This is an optimization exercise on Yosys and OpenROAD, whose aim is small area, a short achievable clock period and few clock cycles, not a production implementation.
Only simulation tests tie the RTL to the original design; equivalence was not proved.

==> inputs of job 7792 <==
==> flow/design.v (excerpt) <==
module trb_palette (
    input  wire        clk,
    input  wire        rst,           
    input  wire        start,         
    input  wire [31:0] cmd,           
    output reg         busy,
    output reg         done,
    output reg         err,
    output reg  [3:0]  errcode,
    output reg  [31:0] err_info,
    output reg         pal_valid,
    output wire [9:0]  pal_count,
    output wire [23:0] lut_rgb,
    output reg         fb_rd,
    output wire [9:0]  fb_addr,
    input  wire [7:0]  fb_rdata,
    output reg         rgb_we,
    output wire [9:0]  rgb_addr,
    output wire [23:0] rgb_wdata
);
    localparam [9:0] LAST = 10'd959;      
    localparam [3:0] E_BADCMD     = 4'd1;
    localparam [3:0] E_PAL_LEVELS = 4'd4;
    localparam [3:0] E_NO_PAL     = 4'd7;
    localparam [3:0] E_PAL_RANGE  = 4'd8;
    function [5:0] chan;              
        input [2:0] v;
        input [4:0] oh;               
        reg nz;
        begin
            nz = |v;
            chan = ({6{oh[0]}} & {6{v[0]}})
                 | ({6{oh[1]}} & {v[1], nz, nz, nz, nz, nz})
                 | ({6{oh[2]}} & {v[1], v[0], v[1], v[0], v[1], v[0]})
                 | ({6{oh[3]}} & {v[2] | (v[1] & v[0]), v[2] | (v[1] & ~v[0]), nz, nz, nz, nz})
                 | ({6{oh[4]}} & {v[2] | (v[1] & v[0]), v[2] | (v[1] & ~v[0]),
                                  v[2] | (v[1] & v[0]), v[2] | (v[1] & ~v[0]),
                                  (~v[2] & (v[1] ^ v[0])) | (v[2] & v[0]), v[0]});
        end
    endfunction
    function [8:0] dm3;
        input [6:0] x;
        integer i;
        reg [2:0] r;
        reg [6:0] qq;
        begin
            r  = 3'd0;
            qq = 7'd0;
            for (i = 6; i >= 0; i = i - 1) begin
                r = {r[1:0], x[i]};
                if (r >= 3'd3) begin
                    r     = r - 3'd3;
                    qq[i] = 1'b1;
                end
            end
            dm3 = {qq, r[1:0]};
        end
    endfunction
    function [9:0] dm5;
        input [6:0] x;
        integer i;
        reg [3:0] r;
        reg [6:0] qq;
        begin
            r  = 4'd0;
            qq = 7'd0;
            for (i = 6; i >= 0; i = i - 1) begin
                r = {r[2:0], x[i]};
                if (r >= 4'd5) begin
                    r     = r - 4'd5;
  ...
clock: 25.0 ns
lec_check: 0
abc_area: 1
cap_margin: 20
core_margin: 2
core_utilization: 60
cts_buf_list: sky130_fd_sc_hd__clkbuf_4 sky130_fd_sc_hd__clkbuf_8
slew_margin: 20
synth_memory_max_bits: 16384
standard.sh (not shown) runs the stock make flow with config.mk's settings and CLKGATE_MAP_FILE= SYNTH_SCRIPT=/design/flow/synth_recipe.tcl, a recipe that flattens the netlist after the stock synthesis.
==> flow/flow/run.sh <==
#!/bin/bash
# Layout flow: the standard ORFS flow with two changes.
#  1. Synthesis is the standard synthesis (standard.sh synth, same
#     synth_recipe.tcl, same registers), but ABC maps the combinational logic
#     with flow/abc.script (area-recovering mapping) in place of ORFS's
#     abc_area.script, and adders are left to ABC (ADDER_MAP_FILE empty)
#     rather than mapped to fa/ha cells beforehand.
#  2. Port buffers are sky130_fd_sc_hd__buf_1 (buffer_ports -buffer_cell).
#  3. repair_timing aims at a setup slack of 19 ns (SETUP_SLACK_MARGIN), so
#     it sizes and buffers the paths that set the achieved period.
# Everything else (floorplan, tap cells, PDN, placement, CTS, routing,
# finish) is standard.sh unchanged.  Each step logs to its own file here.
set -euo pipefail
W=$(pwd)
rm -rf "$W/scripts_abc"
cp -r "$FLOW_HOME/scripts" "$W/scripts_abc"
cp "$W/flow/abc.script" "$W/scripts_abc/abc_area.script"
bash standard.sh ABC_AREA=1 SCRIPTS_DIR="$W/scripts_abc" ADDER_MAP_FILE= synth > "$W/flow_synth.log" 2>&1
bash standard.sh "BUFFER_PORTS_ARGS=-buffer_cell sky130_fd_sc_hd__buf_1" SETUP_SLACK_MARGIN=19 finish > "$W/flow_layout.log" 2>&1
test -s "$W/out/final.def"
==> flow/flow/abc.script <==
strash
dc2
balance
rewrite
refactor
balance
rewrite
rewrite -z
balance
refactor -z
rewrite -z
balance
dc2
balance
rewrite
refactor
balance
rewrite
rewrite -z
balance
refactor -z
rewrite -z
balance
dch -f
map -a
strash
dch -f
map -a
topo
==> job 2603 (differences from job 7792) <==
==> flow/design.v (replaced) <==
module trb_palette (
    input  wire        clk,
    input  wire        rst,           
    input  wire        start,         
    input  wire [31:0] cmd,           
    output reg         busy,
    output reg         done,
    output reg         err,
    output reg  [3:0]  errcode,
    output reg  [31:0] err_info,
    output reg         pal_valid,
    output wire [9:0]  pal_count,
    output wire [23:0] lut_rgb,
    output reg         fb_rd,
    output wire [9:0]  fb_addr,
    input  wire [7:0]  fb_rdata,
    output reg         rgb_we,
    output wire [9:0]  rgb_addr,
    output wire [23:0] rgb_wdata
);
    localparam [9:0] LAST = 10'd959;      
    localparam [3:0] E_BADCMD     = 4'd1;
    localparam [3:0] E_PAL_LEVELS = 4'd4;
    localparam [3:0] E_NO_PAL     = 4'd7;
    localparam [3:0] E_PAL_RANGE  = 4'd8;
    function [8:0] dm3;
        input [6:0] x;
        integer i;
        reg [2:0] r;
        reg [6:0] qq;
        begin
            r  = 3'd0;
            qq = 7'd0;
            for (i = 6; i >= 0; i = i - 1) begin
                r = {r[1:0], x[i]};
                if (r >= 3'd3) begin
                    r     = r - 3'd3;
                    qq[i] = 1'b1;
                end
            end
            dm3 = {qq, r[1:0]};
        end
    endfunction
    function [9:0] dm5;
        input [6:0] x;
        integer i;
        reg [3:0] r;
        reg [6:0] qq;
        begin
            r  = 4'd0;
            qq = 7'd0;
            for (i = 6; i >= 0; i = i - 1) begin
                r = {r[2:0], x[i]};
                if (r >= 4'd5) begin
                    r     = r - 4'd5;
                    qq[i] = 1'b1;
                end
            end
            dm5 = {qq, r[2:0]};
        end
    endfunction
    reg        idle;                  
    reg        dec;                   
    reg        rph;                   
    reg        v1, p1, v2, p2;        
    reg        bq;                    
    reg  [7:0] fb_q;                  
    reg  [17:0] lut_q;
    reg  [5:0] wd_hi;                 
    wire [9:0]  wa = err_info[9:0];
    wire [9:0]  ra = err_info[19:10];
    wire [17:0] wd_q = {wd_hi, err_info[31:20]};
    reg  [6:0] cnt_q;                 
    assign pal_count = {2'b00, cnt_q[6], cnt_q[5], cnt_q[2], cnt_q[4], cnt_q[3],
                        cnt_q[2], cnt_q[1], cnt_q[0]};
    assign fb_addr   = ra;
    assign rgb_addr  = wa;
    assign lut_rgb   = {lut_q[17:16], lut_q[13:12], lut_q[15:12],
                        lut_q[11:10], lut_q[7:6],   lut_q[9:6],
                        lut_q[5:4],   lut_q[1:0],   lut_q[3:0]};
    assign rgb_wdata = {wd_q[17:16], wd_q[13:12], wd_q[15:12],
                        wd_q[11:10], wd_q[7:6],   wd_q[9:6],
                        wd_q[5:4],   wd_q[1:0],   wd_q[3:0]};
    wire L2 = cnt_q[3] & ~cnt_q[4];
    wire L3 = cnt_q[1];
    wire L4 = cnt_q[5] & ~cnt_q[3];
    wire L5 = cnt_q[2];
    wire L6 = cnt_q[6];
    wire [4:0] oh = {L6, L5, L4, L3, L2};
    function [5:0] c3; input [1:0] v; c3 = {v[1], {5{|v}}}; endfunction
    function [5:0] c5;
        input [2:0] v;
        c5 = {v[2] | (v[1] & v[0]), v[2] | (v[1] & ~v[0]), {4{|v}}};
    endfunction
    function [5:0] c6;
        input [2:0] v;
        c6 = {v[2] | (v[1] & v[0]), v[2] | (v[1] & ~v[0]),
              v[2] | (v[1] & v[0]), v[2] | (v[1] & ~v[0]),
              (~v[2] & (v[1] ^ v[0])) | (v[2] & v[0]), v[0]};
    endfunction
    wire [8:0]  s1 = dm3(fb_q[7:1]);                   
    wire [8:0]  s2 = dm3({2'b00, s1[7:3]});            
    wire [17:0] e6 = {c6(s2[4:2]), c6({s2[1:0], s1[2]}), c6({s1[1:0], fb_q[0]})};
    wire [8:0]  u1 = dm3({2'b00, fb_q[4:0]});          
    wire [8:0]  u2 = dm3({3'b000, u1[5:2]});
    wire [17:0] e3 = {c3(u2[3:2]), c3(u2[1:0]), c3(u1[1:0])};
    wire [9:0]  t1 = dm5(fb_q[6:0]);                   
    wire [9:0]  t2 = dm5(t1[9:3]);
    wire [17:0] e5 = {c5(t2[5:3]), c5(t2[2:0]), c5(t1[2:0])};
    wire [17:0] e2 = {{6{fb_q[2]}}, {6{fb_q[1]}}, {6{fb_q[0]}}};
    wire [17:0] e4 = {fb_q[5], fb_q[4], fb_q[5], fb_q[4], fb_q[5], fb_q[4],
                      fb_q[3], fb_q[2], fb_q[3], fb_q[2], fb_q[3], fb_q[2],
                      fb_q[1], fb_q[0], fb_q[1], fb_q[0], fb_q[1], fb_q[0]};
    wire [17:0] pal_out = ({18{L2}} & e2) | ({18{L3}} & e3) | ({18{L4}} & e4) |
                          ({18{L5}} & e5) | ({18{L6}} & e6);
    wire over = (L2 & (fb_q >= 8'd8))  | (L3 & (fb_q >= 8'd27)) |
                (L4 & (fb_q >= 8'd64)) | (L5 & (fb_q >= 8'd125)) |
                (L6 & (fb_q >= 8'd216));
    wire [31:0] w = err_info;
    wire        is_build  = (w[7:0] == 8'h02) && (w[31:12] == 20'd0);
    wire        is_expand = (w == 32'h00000004);
    wire        is_lookup = (w[15:0] == 16'h0005) && (w[31:25] == 7'd0);
    wire [3:0]  lv        = w[11:8];
    wire        lv_ok     = (lv >= 4'd2) && (lv <= 4'd6);
    wire        badcmd    = !is_build && !is_expand && !is_lookup;
    wire        lv_err    = is_build && !lv_ok;
    wire        nopal     = (is_lookup || is_expand) && !pal_valid;
    wire        rng_err   = is_lookup && pal_valid && (w[24] || over);
    wire        look_ok   = is_lookup && pal_valid && !(w[24] || over);
    wire        exp_go    = is_expand && pal_valid;
    wire        ra_last   = (ra == LAST);
    wire        wa_last   = (wa == LAST);
    wire        last_wr   = rgb_we && wa_last;
    wire        finish    = (dec && !exp_go) || bq || last_wr;
    wire        keep_w    = dec && badcmd;
    wire        keep_q    = !idle && keep_w;
    wire        run_d     = !idle && !finish;
    wire        run_a     = !idle && !keep_w && !ra_clr;
    wire        ra_clr    = dec || bq || last_wr || (fb_rd && ra_last);
    wire        wa_inc    = v2 && !bq;
    wire        wa_clr    = last_wr || (wa_inc && wa_last);
    reg  [3:0]  code_dec;
    reg  [9:0]  info_dec;
    always @(*) begin
        code_dec = 4'd0;
        info_dec = 10'd0;
        if (badcmd) begin
            code_dec = E_BADCMD;
            info_dec = w[9:0];
        end
        if (lv_err) begin
            code_dec = E_PAL_LEVELS;
            info_dec = {6'd0, lv};
        end
        if (nopal)
            code_dec = E_NO_PAL;
        if (rng_err) begin
            code_dec = E_PAL_RANGE;
            info_dec = {1'b0, w[24:16]};
        end
    end
    always @(posedge clk) begin
        fb_q <= idle ? cmd[23:16] : fb_rdata;
        wd_hi <= pal_out[17:12];
        p1   <= rph;
        p2   <= p1;
        bq   <= v2 && !p2 && over;
        err     <= dec ? (code_dec != 4'd0) : bq;
        errcode <= dec ? code_dec : (bq ? E_PAL_RANGE : 4'd0);
        err_info[31:20] <= (cmd[31:20] & {12{idle}}) |
                           (err_info[31:20] & {12{keep_q}}) |
                           (pal_out[11:0] & {12{run_d}});
        err_info[19:10] <= (cmd[19:10] & {10{idle}}) |
                           (err_info[19:10] & {10{keep_q}}) |
                           ((ra + {9'd0, fb_rd}) & {10{run_a}});
        err_info[9:0]   <= (cmd[9:0] & {10{idle}}) |
                           ((dec ? (exp_go ? 10'h3FF : info_dec) :
                                   ((wa + {9'd0, wa_inc}) & {10{!wa_clr}})) & {10{!idle}});
        busy   <= !rst && (idle ? start : !finish);
        idle   <= rst || (idle ? !start : finish);
        dec    <= !rst && idle && start;
        done   <= !rst && !idle && finish;
        fb_rd  <= !rst && !idle && (dec ? exp_go : (fb_rd && !(ra_last && rph) && !bq));
        v1     <= !rst && fb_rd && !bq;
        v2     <= !rst && v1 && !bq;
        rgb_we <= !rst && v2 && p2 && !bq;
        if (idle)
            rph <= 1'b0;
        else if (fb_rd && ra_last)
            rph <= 1'b1;
        if (rst) begin
            pal_valid <= 1'b0;
            cnt_q     <= 7'd0;
            lut_q     <= 18'd0;
        end else if (dec) begin
            if (is_build && lv_ok) begin
                pal_valid <= 1'b1;
                cnt_q     <= {lv == 4'd6, lv >= 4'd4, lv == 4'd3 || lv >= 4'd5,
                              lv != 4'd4, lv == 4'd5, lv == 4'd3,
                              lv == 4'd3 || lv == 4'd5};
            end
            if (look_ok)
                lut_q <= pal_out;
        end
    end
endmodule
==> flow/flow/run.sh (replaced) <==
#!/bin/bash
# Layout flow: the standard ORFS flow with two changes.
#  1. Synthesis is the standard synthesis (standard.sh synth, same
#     synth_recipe.tcl, same registers), but ABC maps the combinational logic
#     with flow/abc.script (area-recovering mapping) in place of ORFS's
#     abc_area.script, and adders are left to ABC (ADDER_MAP_FILE empty)
#     rather than mapped to fa/ha cells beforehand.
#  2. Port buffers are sky130_fd_sc_hd__buf_1 (buffer_ports -buffer_cell).
#  3. repair_timing aims at a setup slack of 18.8 ns (SETUP_SLACK_MARGIN), so
#     it sizes and buffers the paths that set the achieved period.
#  4. Clock tree: larger sink clusters and no dummy loads (CTS_ARGS).
# Everything else (floorplan, tap cells, PDN, placement, CTS, routing,
# finish) is standard.sh unchanged.  Each step logs to its own file here.
set -euo pipefail
W=$(pwd)
rm -rf "$W/scripts_abc"
cp -r "$FLOW_HOME/scripts" "$W/scripts_abc"
cp "$W/flow/abc.script" "$W/scripts_abc/abc_area.script"
bash standard.sh ABC_AREA=1 SCRIPTS_DIR="$W/scripts_abc" ADDER_MAP_FILE= synth > "$W/flow_synth.log" 2>&1
bash standard.sh "BUFFER_PORTS_ARGS=-buffer_cell sky130_fd_sc_hd__buf_1" SETUP_SLACK_MARGIN=18.8 \
  "CTS_ARGS=-sink_clustering_enable -repair_clock_nets -dont_use_dummy_load -sink_clustering_size 30 -sink_clustering_max_diameter 80 -buf_list {sky130_fd_sc_hd__clkbuf_4 sky130_fd_sc_hd__clkbuf_8}" \
  finish > "$W/flow_layout.log" 2>&1
test -s "$W/out/final.def"
--- a/flow/flow/abc.script
+++ b/flow/flow/abc.script
@@ -18,12 +18,9 @@
 rewrite
 rewrite -z
 balance
 refactor -z
 rewrite -z
 balance
 dch -f
-map -a
-strash
-dch -f
-map -a
+amap -m
 topo
==> run summary <==
quantity                                                              job 7792      job 2603
Result of the run                             no timing/DRC/antenna violations  no timing/DRC/antenna violations
Fraction of the core area covered by cells at the end of the flow        75.3%         67.2%
Num tapcells                                                               111           105
Row cnt                                                                     35            33
Post-Syn Area                                                        5670 um^2     4930 um^2
Maximum number of pins on one net before global-route repair                56            29
Capturing element of the worst setup path                          err_info[8]  err_info[17]
Area inside the core boundary                                        9200 um^2     8090 um^2
Via count of the first global-routing pass                                5742          4806
Number of sequential storage elements                                      121            89
Number of vias after detailed routing                                     6248          5478
Simple-Gate Fraction of Synth Area                                       26.2%         20.4%
Logic depth of the worst register-to-register path                          37            32
Combined area of the multi-input logic cells                         2550 um^2     2450 um^2
Testbench counts of job 7792, summed over its fixed seeds: cycles 46,440.
Testbench counts of job 2603, summed over its fixed seeds: cycles 46,440.

==> what the ideal ports hide <==
The results above use ideal ports. As a check the final layouts listed here were re-extracted and re-timed, cells and wires unchanged.
Step 1: set_driving_cell puts a clkbuf_16 on clk and a buf_2 on each other input, an assumption about the parent block.
Step 2 moves the port delays by t, midway between the first and last clock arrival at a register: inputs arrive t later, outputs are due t later. That takes back most of the time a late clock gives input paths.
Slacks: no drivers / after step 1 / after step 2; pairs: no drivers / after step 1.
run | t (ns) | setup WS [ns] | hold WS [ns] | worst data-port slew with drivers (ns)
job 7792 | 0.465 | 18.994 / 18.959 / 18.659 | 0.344 / 0.344 / 0.344 | 0.03
job 2603 | 0.387 | 18.890 / 18.854 / 18.733 | 0.358 / 0.358 / 0.358 | 0.04
After both steps setup and hold are still met in every run listed. For job 7792, which loses most, drivers alone change the setup slack by -0.035 ns; drivers and shift together by -0.335 ns.
